Source: an optimization exercise on an open RTL-to-GDS flow (aim: small area, a short achievable clock period and few clock cycles). Production flows keep margins and buffers that such runs may drop. Where RTL was checked, it was by simulation tests only, not by an equivalence proof against the original. Power and IR drop assume default switching activity.

==> inputs of 10-13 <==
==> flow/design.v (excerpt) <==
module sc_codec (
    input  wire        clk,
    input  wire        rst,
    input  wire        req_valid,
    output wire        req_ready,
    input  wire [63:0] req_word,
    input  wire [9:0]  req_len,
    input  wire        in_valid,
    output wire        in_ready,
    input  wire [7:0]  in_data,
    output wire        out_valid,
    input  wire        out_ready,
    output wire [7:0]  out_data,
    output wire        rsp_valid,
    input  wire        rsp_ready,
    output wire [63:0] rsp_word
);
    localparam F_LEN  = 4'd1;
    localparam F_DATA = 4'd4;
    localparam F_CRCH = 4'd5;
    localparam F_STOP = 4'd7;
    localparam F_DONE = 4'd8;
    reg        rq_rdy;        
    reg        in_rdy;
    reg        rsp_v;
    reg        su;            
    reg        run;           
    reg        dn;            
    reg [3:0]  op;            
    reg [9:0]  rem;           
    reg [7:0]  y0, y1, yc;
    reg [15:0] y16;
    reg [2:0]  st;
    reg [7:0]  T;
    reg        tf;
    reg [7:0]  O;
    reg        ov;
    reg [7:0]  S;
    reg        sv;
    reg [3:0]  fph;           
    reg [1:0]  cp;            
    reg        tkb;           
    reg        mal;           
    reg        b0ok;          
    reg [7:0]  k;             
    reg [1:0]  tr;            
    reg        ma, mb, mc;    
    wire o_crc  = (op == 4'h0);
    wire o_step = (op == 4'h1);
    wire o_pack = (op == 4'h2);
    wire o_unpk = (op == 4'h3);
    wire o_hexb = (op == 4'h4);
    wire o_tok  = (op == 4'h5);
    wire o_hexl = (op == 4'h6);
    wire o_hdl  = (op == 4'h7);
    wire o_fr   = (op == 4'h8) || (op == 4'hA);
    wire o_df   = (op == 4'h9) || (op == 4'hB);
    wire hexm   = (op == 4'h6) || (op == 4'hA);
    wire textin = (op == 4'h7) || (op == 4'hB);
    wire ill    = op[3] & op[2];
    wire bin_in = !textin && !o_tok;
    wire ovf     = (st == 3'd1);
    wire c_emit  = (o_hexl || o_fr) && !ovf;
    wire c_parse = o_hdl || o_df;
    wire c_sink  = !c_emit && !c_parse;
    wire space   = !sv;
  ...
clock: 8.0 ns
lec_check: 0
cap_margin: 20
core_margin: 2
core_utilization: 40
setup_slack_margin: 5
slew_margin: 20
run.sh (not shown) runs the stock make flow with config.mk's settings and CLKGATE_MAP_FILE= SYNTH_SCRIPT=/design/flow/synth_recipe.tcl, a recipe that flattens the netlist after the stock synthesis.
==> 03-02: changes against 10-13 <==
--- a/flow/design.v
+++ b/flow/design.v
@@ -14,33 +14,29 @@
         end
     end
 endmodule
 module sc_hex_digit (
     input  wire [3:0] nib,
     output wire [7:0] ch
 );
-    assign ch = (nib <= 4'd9) ? (8'h30 + {4'h0, nib}) : (8'h37 + {4'h0, nib});
+    wire       letter = nib[3] & (nib[2] | nib[1]);
+    wire [2:0] lo     = nib[2:0] - 3'd1;
+    assign ch = letter ? {5'b01000, lo} : {4'b0011, nib};
 endmodule
 module sc_hex_value (
     input  wire [7:0] ch,
-    output reg        ok,
-    output reg  [3:0] val
+    output wire       ok,
+    output wire [3:0] val
 );
-    always @* begin
-        ok  = 1'b1;
-        val = 4'h0;
-        if (ch >= 8'h30 && ch <= 8'h39)
-            val = ch[3:0];
-        else if (ch >= 8'h41 && ch <= 8'h46)
-            val = ch[3:0] + 4'd9;
-        else if (ch >= 8'h61 && ch <= 8'h66)
-            val = ch[3:0] + 4'd9;
-        else
-            ok = 1'b0;
-    end
+    wire digit  = (ch[7:4] == 4'h3) && (!ch[3] || ch[2:1] == 2'b00);
+    wire letter = (ch[7:5] == 3'b010 || ch[7:5] == 3'b011) && (ch[4:3] == 2'b00) &&
+                  (ch[2:0] != 3'd0) && (ch[2:0] != 3'd7);
+    wire [2:0] lv = ch[2:0] + 3'd1;
+    assign ok  = digit || letter;
+    assign val = digit ? ch[3:0] : {1'b1, lv};
 endmodule
 module sc_codec (
     input  wire        clk,
     input  wire        rst,
     input  wire        req_valid,
     output wire        req_ready,
     input  wire [63:0] req_word,
@@ -78,14 +74,15 @@
     reg [7:0]  S;
     reg        sv;
     reg [3:0]  fph;           
     reg [1:0]  cp;            
     reg        tkb;           
     reg        mal;           
     reg        b0ok;          
+    reg        lff;           
     reg [7:0]  k;             
     reg [1:0]  tr;            
     reg        ma, mb, mc;    
     wire o_crc  = (op == 4'h0);
     wire o_step = (op == 4'h1);
     wire o_pack = (op == 4'h2);
     wire o_unpk = (op == 4'h3);
@@ -156,37 +153,41 @@
     wire       pop   = ov && out_ready;
     wire       oload = !ov || pop;
     wire       ov_n  = oload ? (sv || push) : 1'b1;
     wire       sv_n  = (sv || (push && ov)) && !pop;
     wire t_cons = (c_sink && tf) ||
                   (e_push && e_end && e_dat) ||
                   d_cons;
-    wire       in_ws = (in_data >= 8'h09 && in_data <= 8'h0D) || (in_data == 8'h20);
+    wire       in_ws = (in_data == 8'h20) ||
+                       (in_data[7:3] == 5'b00001 && in_data[2:0] != 3'd0 && in_data[2:0] <= 3'd5);
     wire       hok;
     wire [3:0] hv;
     sc_hex_value u_hv (.ch(in_data), .ok(hok), .val(hv));
     wire [1:0] cp_inc = (cp == 2'd3) ? 2'd3 : cp + 2'd1;
     wire       tkb_n  = tkb || !hok;
     wire tx_take  = in_take && textin;
     wire tok_ws   = tx_take && in_ws && (cp != 2'd0);
     wire tok_last = tx_take && !in_ws && rem_1;
     wire tok_good = tok_ws ? (cp == 2'd2 && !tkb) : (cp_inc == 2'd2 && !tkb_n);
     wire tok_end  = tok_ws || tok_last;
-    wire tk_chr   = (in_take && o_tok) || (tx_take && !in_ws);
+    wire tk_chr   = in_take && !bin_in;
     wire tf_set = (in_take && bin_in) || (tok_end && tok_good);
     wire tf_n   = tf_set || (tf && !t_cons);
     wire [9:0] rem_n = in_take ? rem - 10'd1 : rem;
+    wire       rem_nz_n = in_take ? !rem_1 : !rem_z;
+    wire tf_nc  = (in_take && (bin_in || (textin && (cp != 2'd0 || rem_1)))) ||
+                  (tf && !t_cons);
     wire cpred = c_sink ||
                  (!sv_n && (c_parse || (o_fr && !hexm && fph_e == F_DATA)));
     wire fin = run && !su && (c_emit ? (fph == F_DONE) : (rem_z && !tf));
     reg  [2:0] d_st;
     always @* begin
         if (textin && mal)                  d_st = 3'd2;
         else if (pos != 3'd7)               d_st = 3'd3;
-        else if (!b0ok || T != 8'hFF)       d_st = 3'd4;
+        else if (!b0ok || !lff)             d_st = 3'd4;
         else if (y0 < 8'd3 || tr != 2'd3)   d_st = 3'd5;
         else if (!mc)                       d_st = 3'd6;
         else                                d_st = 3'd0;
     end
     wire d_err  = fin && o_df && (d_st != 3'd0);
     wire tok_ok = (cp == 2'd2) && !tkb;
     wire fr_ovf = o_fr && (rem >= 10'd253);
@@ -211,15 +212,15 @@
             rsp_v  <= rsp_v_n;
             rq_rdy <= rq_rdy ? !req_valid : (rsp_v && rsp_ready);
             dn     <= rsp_v ? 1'b0 : ((dn || fin) && ov_n);
             su     <= req_take;
             if (fin) run <= 1'b0;
             if (req_take) run <= 1'b1;
             in_rdy <= req_take ? (req_len != 10'd0)
-                               : (run && !fin && rem_n != 10'd0 && (!tf_n || cpred));
+                               : (run && !fin && rem_nz_n && (!tf_nc || cpred));
             tf     <= req_take ? 1'b0 : tf_n;
             rem    <= req_take ? req_len : rem_n;
         end
         if (req_take) begin
             op <= (((req_word & 64'hFFFF0000FE0000F0) != 64'd0) ||
                    (req_word[3:0] >= 4'hC)) ? 4'hF : req_word[3:0];
             case (req_word[3:0])
@@ -295,14 +296,15 @@
             mal <= 1'b1;
         if (e_push)
             fph <= fph_e;
         else if (d_cons && fph != 4'd15)
             fph <= fph + 4'd1;
         if (d_df) begin
             if (pos == 3'd0) b0ok <= (T == 8'hAA);
+            lff <= (T == 8'hFF);
             if (pos == 3'd1) k <= T;
             if (inreg && pos >= 3'd2) k <= k - 8'd1;
             if (!inreg && pos >= 3'd2 && tr != 2'd3) tr <= tr + 2'd1;
             ma <= (T == y16[15:8]);
             mb <= ma && (T == y16[7:0]);
             mc <= mb;
         end
- SETUP_SLACK_MARGIN: 5 -> 4.5
==> 11-11: changes against 10-13 <==
--- a/flow/design.v
+++ b/flow/design.v
@@ -14,33 +14,29 @@
         end
     end
 endmodule
 module sc_hex_digit (
     input  wire [3:0] nib,
     output wire [7:0] ch
 );
-    assign ch = (nib <= 4'd9) ? (8'h30 + {4'h0, nib}) : (8'h37 + {4'h0, nib});
+    wire       letter = nib[3] & (nib[2] | nib[1]);
+    wire [2:0] lo     = nib[2:0] - 3'd1;
+    assign ch = letter ? {5'b01000, lo} : {4'b0011, nib};
 endmodule
 module sc_hex_value (
     input  wire [7:0] ch,
-    output reg        ok,
-    output reg  [3:0] val
+    output wire       ok,
+    output wire [3:0] val
 );
-    always @* begin
-        ok  = 1'b1;
-        val = 4'h0;
-        if (ch >= 8'h30 && ch <= 8'h39)
-            val = ch[3:0];
-        else if (ch >= 8'h41 && ch <= 8'h46)
-            val = ch[3:0] + 4'd9;
-        else if (ch >= 8'h61 && ch <= 8'h66)
-            val = ch[3:0] + 4'd9;
-        else
-            ok = 1'b0;
-    end
+    wire digit  = (ch[7:4] == 4'h3) && (!ch[3] || ch[2:1] == 2'b00);
+    wire letter = (ch[7:5] == 3'b010 || ch[7:5] == 3'b011) && (ch[4:3] == 2'b00) &&
+                  (ch[2:0] != 3'd0) && (ch[2:0] != 3'd7);
+    wire [2:0] lv = ch[2:0] + 3'd1;
+    assign ok  = digit || letter;
+    assign val = digit ? ch[3:0] : {1'b1, lv};
 endmodule
 module sc_codec (
     input  wire        clk,
     input  wire        rst,
     input  wire        req_valid,
     output wire        req_ready,
     input  wire [63:0] req_word,
@@ -78,14 +74,15 @@
     reg [7:0]  S;
     reg        sv;
     reg [3:0]  fph;           
     reg [1:0]  cp;            
     reg        tkb;           
     reg        mal;           
     reg        b0ok;          
+    reg        lff;           
     reg [7:0]  k;             
     reg [1:0]  tr;            
     reg        ma, mb, mc;    
     wire o_crc  = (op == 4'h0);
     wire o_step = (op == 4'h1);
     wire o_pack = (op == 4'h2);
     wire o_unpk = (op == 4'h3);
@@ -156,37 +153,41 @@
     wire       pop   = ov && out_ready;
     wire       oload = !ov || pop;
     wire       ov_n  = oload ? (sv || push) : 1'b1;
     wire       sv_n  = (sv || (push && ov)) && !pop;
     wire t_cons = (c_sink && tf) ||
                   (e_push && e_end && e_dat) ||
                   d_cons;
-    wire       in_ws = (in_data >= 8'h09 && in_data <= 8'h0D) || (in_data == 8'h20);
+    wire       in_ws = (in_data == 8'h20) ||
+                       (in_data[7:3] == 5'b00001 && in_data[2:0] != 3'd0 && in_data[2:0] <= 3'd5);
     wire       hok;
     wire [3:0] hv;
     sc_hex_value u_hv (.ch(in_data), .ok(hok), .val(hv));
     wire [1:0] cp_inc = (cp == 2'd3) ? 2'd3 : cp + 2'd1;
     wire       tkb_n  = tkb || !hok;
     wire tx_take  = in_take && textin;
     wire tok_ws   = tx_take && in_ws && (cp != 2'd0);
     wire tok_last = tx_take && !in_ws && rem_1;
     wire tok_good = tok_ws ? (cp == 2'd2 && !tkb) : (cp_inc == 2'd2 && !tkb_n);
     wire tok_end  = tok_ws || tok_last;
-    wire tk_chr   = (in_take && o_tok) || (tx_take && !in_ws);
+    wire tk_chr   = in_take && !bin_in;
     wire tf_set = (in_take && bin_in) || (tok_end && tok_good);
     wire tf_n   = tf_set || (tf && !t_cons);
     wire [9:0] rem_n = in_take ? rem - 10'd1 : rem;
+    wire       rem_nz_n = in_take ? !rem_1 : !rem_z;
+    wire tf_nc  = (in_take && (bin_in || (textin && (cp != 2'd0 || rem_1)))) ||
+                  (tf && !t_cons);
     wire cpred = c_sink ||
                  (!sv_n && (c_parse || (o_fr && !hexm && fph_e == F_DATA)));
     wire fin = run && !su && (c_emit ? (fph == F_DONE) : (rem_z && !tf));
     reg  [2:0] d_st;
     always @* begin
         if (textin && mal)                  d_st = 3'd2;
         else if (pos != 3'd7)               d_st = 3'd3;
-        else if (!b0ok || T != 8'hFF)       d_st = 3'd4;
+        else if (!b0ok || !lff)             d_st = 3'd4;
         else if (y0 < 8'd3 || tr != 2'd3)   d_st = 3'd5;
         else if (!mc)                       d_st = 3'd6;
         else                                d_st = 3'd0;
     end
     wire d_err  = fin && o_df && (d_st != 3'd0);
     wire tok_ok = (cp == 2'd2) && !tkb;
     wire fr_ovf = o_fr && (rem >= 10'd253);
@@ -211,15 +212,15 @@
             rsp_v  <= rsp_v_n;
             rq_rdy <= rq_rdy ? !req_valid : (rsp_v && rsp_ready);
             dn     <= rsp_v ? 1'b0 : ((dn || fin) && ov_n);
             su     <= req_take;
             if (fin) run <= 1'b0;
             if (req_take) run <= 1'b1;
             in_rdy <= req_take ? (req_len != 10'd0)
-                               : (run && !fin && rem_n != 10'd0 && (!tf_n || cpred));
+                               : (run && !fin && rem_nz_n && (!tf_nc || cpred));
             tf     <= req_take ? 1'b0 : tf_n;
             rem    <= req_take ? req_len : rem_n;
         end
         if (req_take) begin
             op <= (((req_word & 64'hFFFF0000FE0000F0) != 64'd0) ||
                    (req_word[3:0] >= 4'hC)) ? 4'hF : req_word[3:0];
             case (req_word[3:0])
@@ -295,14 +296,15 @@
             mal <= 1'b1;
         if (e_push)
             fph <= fph_e;
         else if (d_cons && fph != 4'd15)
             fph <= fph + 4'd1;
         if (d_df) begin
             if (pos == 3'd0) b0ok <= (T == 8'hAA);
+            lff <= (T == 8'hFF);
             if (pos == 3'd1) k <= T;
             if (inreg && pos >= 3'd2) k <= k - 8'd1;
             if (!inreg && pos >= 3'd2 && tr != 2'd3) tr <= tr + 2'd1;
             ma <= (T == y16[15:8]);
             mb <= ma && (T == y16[7:0]);
             mc <= mb;
         end
- SETUP_SLACK_MARGIN: 5 -> 5.0
==> summary.txt <==
|  | 11-11 | 03-02 | 10-13 |
|---|---|---|---|
| Met1 global-route usage | 0.382 | 0.321 | 0.379 |
| Multi-input combinational gate total | 656 | 655 | 666 |
| Iteration-0 DRC count of the detailed router | 968 | 852 | 1,096 |
| Placeable Area | 0.0194 sq mm | 0.0194 sq mm | 0.0195 sq mm |
| DP Wirelength | 19,600 microns | 18,600 microns | 19,500 microns |
| Max Fanout on Critical Path | 6 | 10 | 6 |
| Combinational fraction of design power | 0.315 | 0.233 | 0.401 |
| Final routed wirelength across all metal layers | 30,500 microns | 25,500 microns | 31,100 microns |
| Register share of the cell area | 0.273 | 0.306 | 0.257 |
| Post-CTS Setup Inserts | 63 | 10 | 113 |
| Worst setup endpoint | y16[2]$_DFFE_PP_ | y16[0]$_DFFE_PP_ | O[3]$_DFFE_PP_ |
| Wire length on met1 | 12,300 microns | 10,600 microns | 12,500 microns |
| Maximum operating frequency | 293 MHz | 286 MHz | 278 MHz |
| Gp weighted congestion | 0.919 | 0.902 | 0.915 |
| Final non-filler cell total | 1,346 | 1,265 | 1,414 |
| Result of the run | finished clean | finished clean | finished clean |
| Yosys warnings | 2 | 2 | 3 |
| Vias in the first global route | 7,165 | 6,866 | 7,808 |
| Placement Setup Slack | 3.46 ns | 3.60 ns | 3.41 ns |
Testbench counts of 03-02, summed over its fixed seeds: cycles 126,808.
Testbench counts of 11-11, summed over its fixed seeds: cycles 126,808.
For 10-13, only the layout was checked, not whether the RTL still works.

## what the ideal ports hide
In the flow no input, the clock included, has a driving cell. The finished layouts below were timed again as built, in two steps.
Step 1 (the two cells are an assumption about what drives the block):
set clk [get_ports {clk}]
set_driving_cell -lib_cell sky130_fd_sc_hd__clkbuf_16 $clk
set_driving_cell -lib_cell sky130_fd_sc_hd__buf_2 [delete_from_list [all_inputs] $clk]
Step 2 moves the port delays by t, midway between the first and last clock arrival at a register: inputs arrive t later, outputs are due t later. That takes back most of the time a late clock gives input paths.
Three values: ideal ports, drivers, drivers and shift; two values: the first two.
| run | shift t [ns] | setup slack, ns | worst setup path at the end |
|---|---|---|---|
| 10-13 | 0.416 | 4.409 / 4.409 / 4.065 | input to register |
| 03-02 | 0.470 | 4.508 / 4.508 / 4.171 | input to register |
| 11-11 | 0.476 | 4.593 / 4.593 / 4.298 | input to register |
After both steps every run listed still meets setup and hold. For 10-13, which loses most, drivers alone change the setup slack by 0.000 ns; drivers and shift together by -0.344 ns.
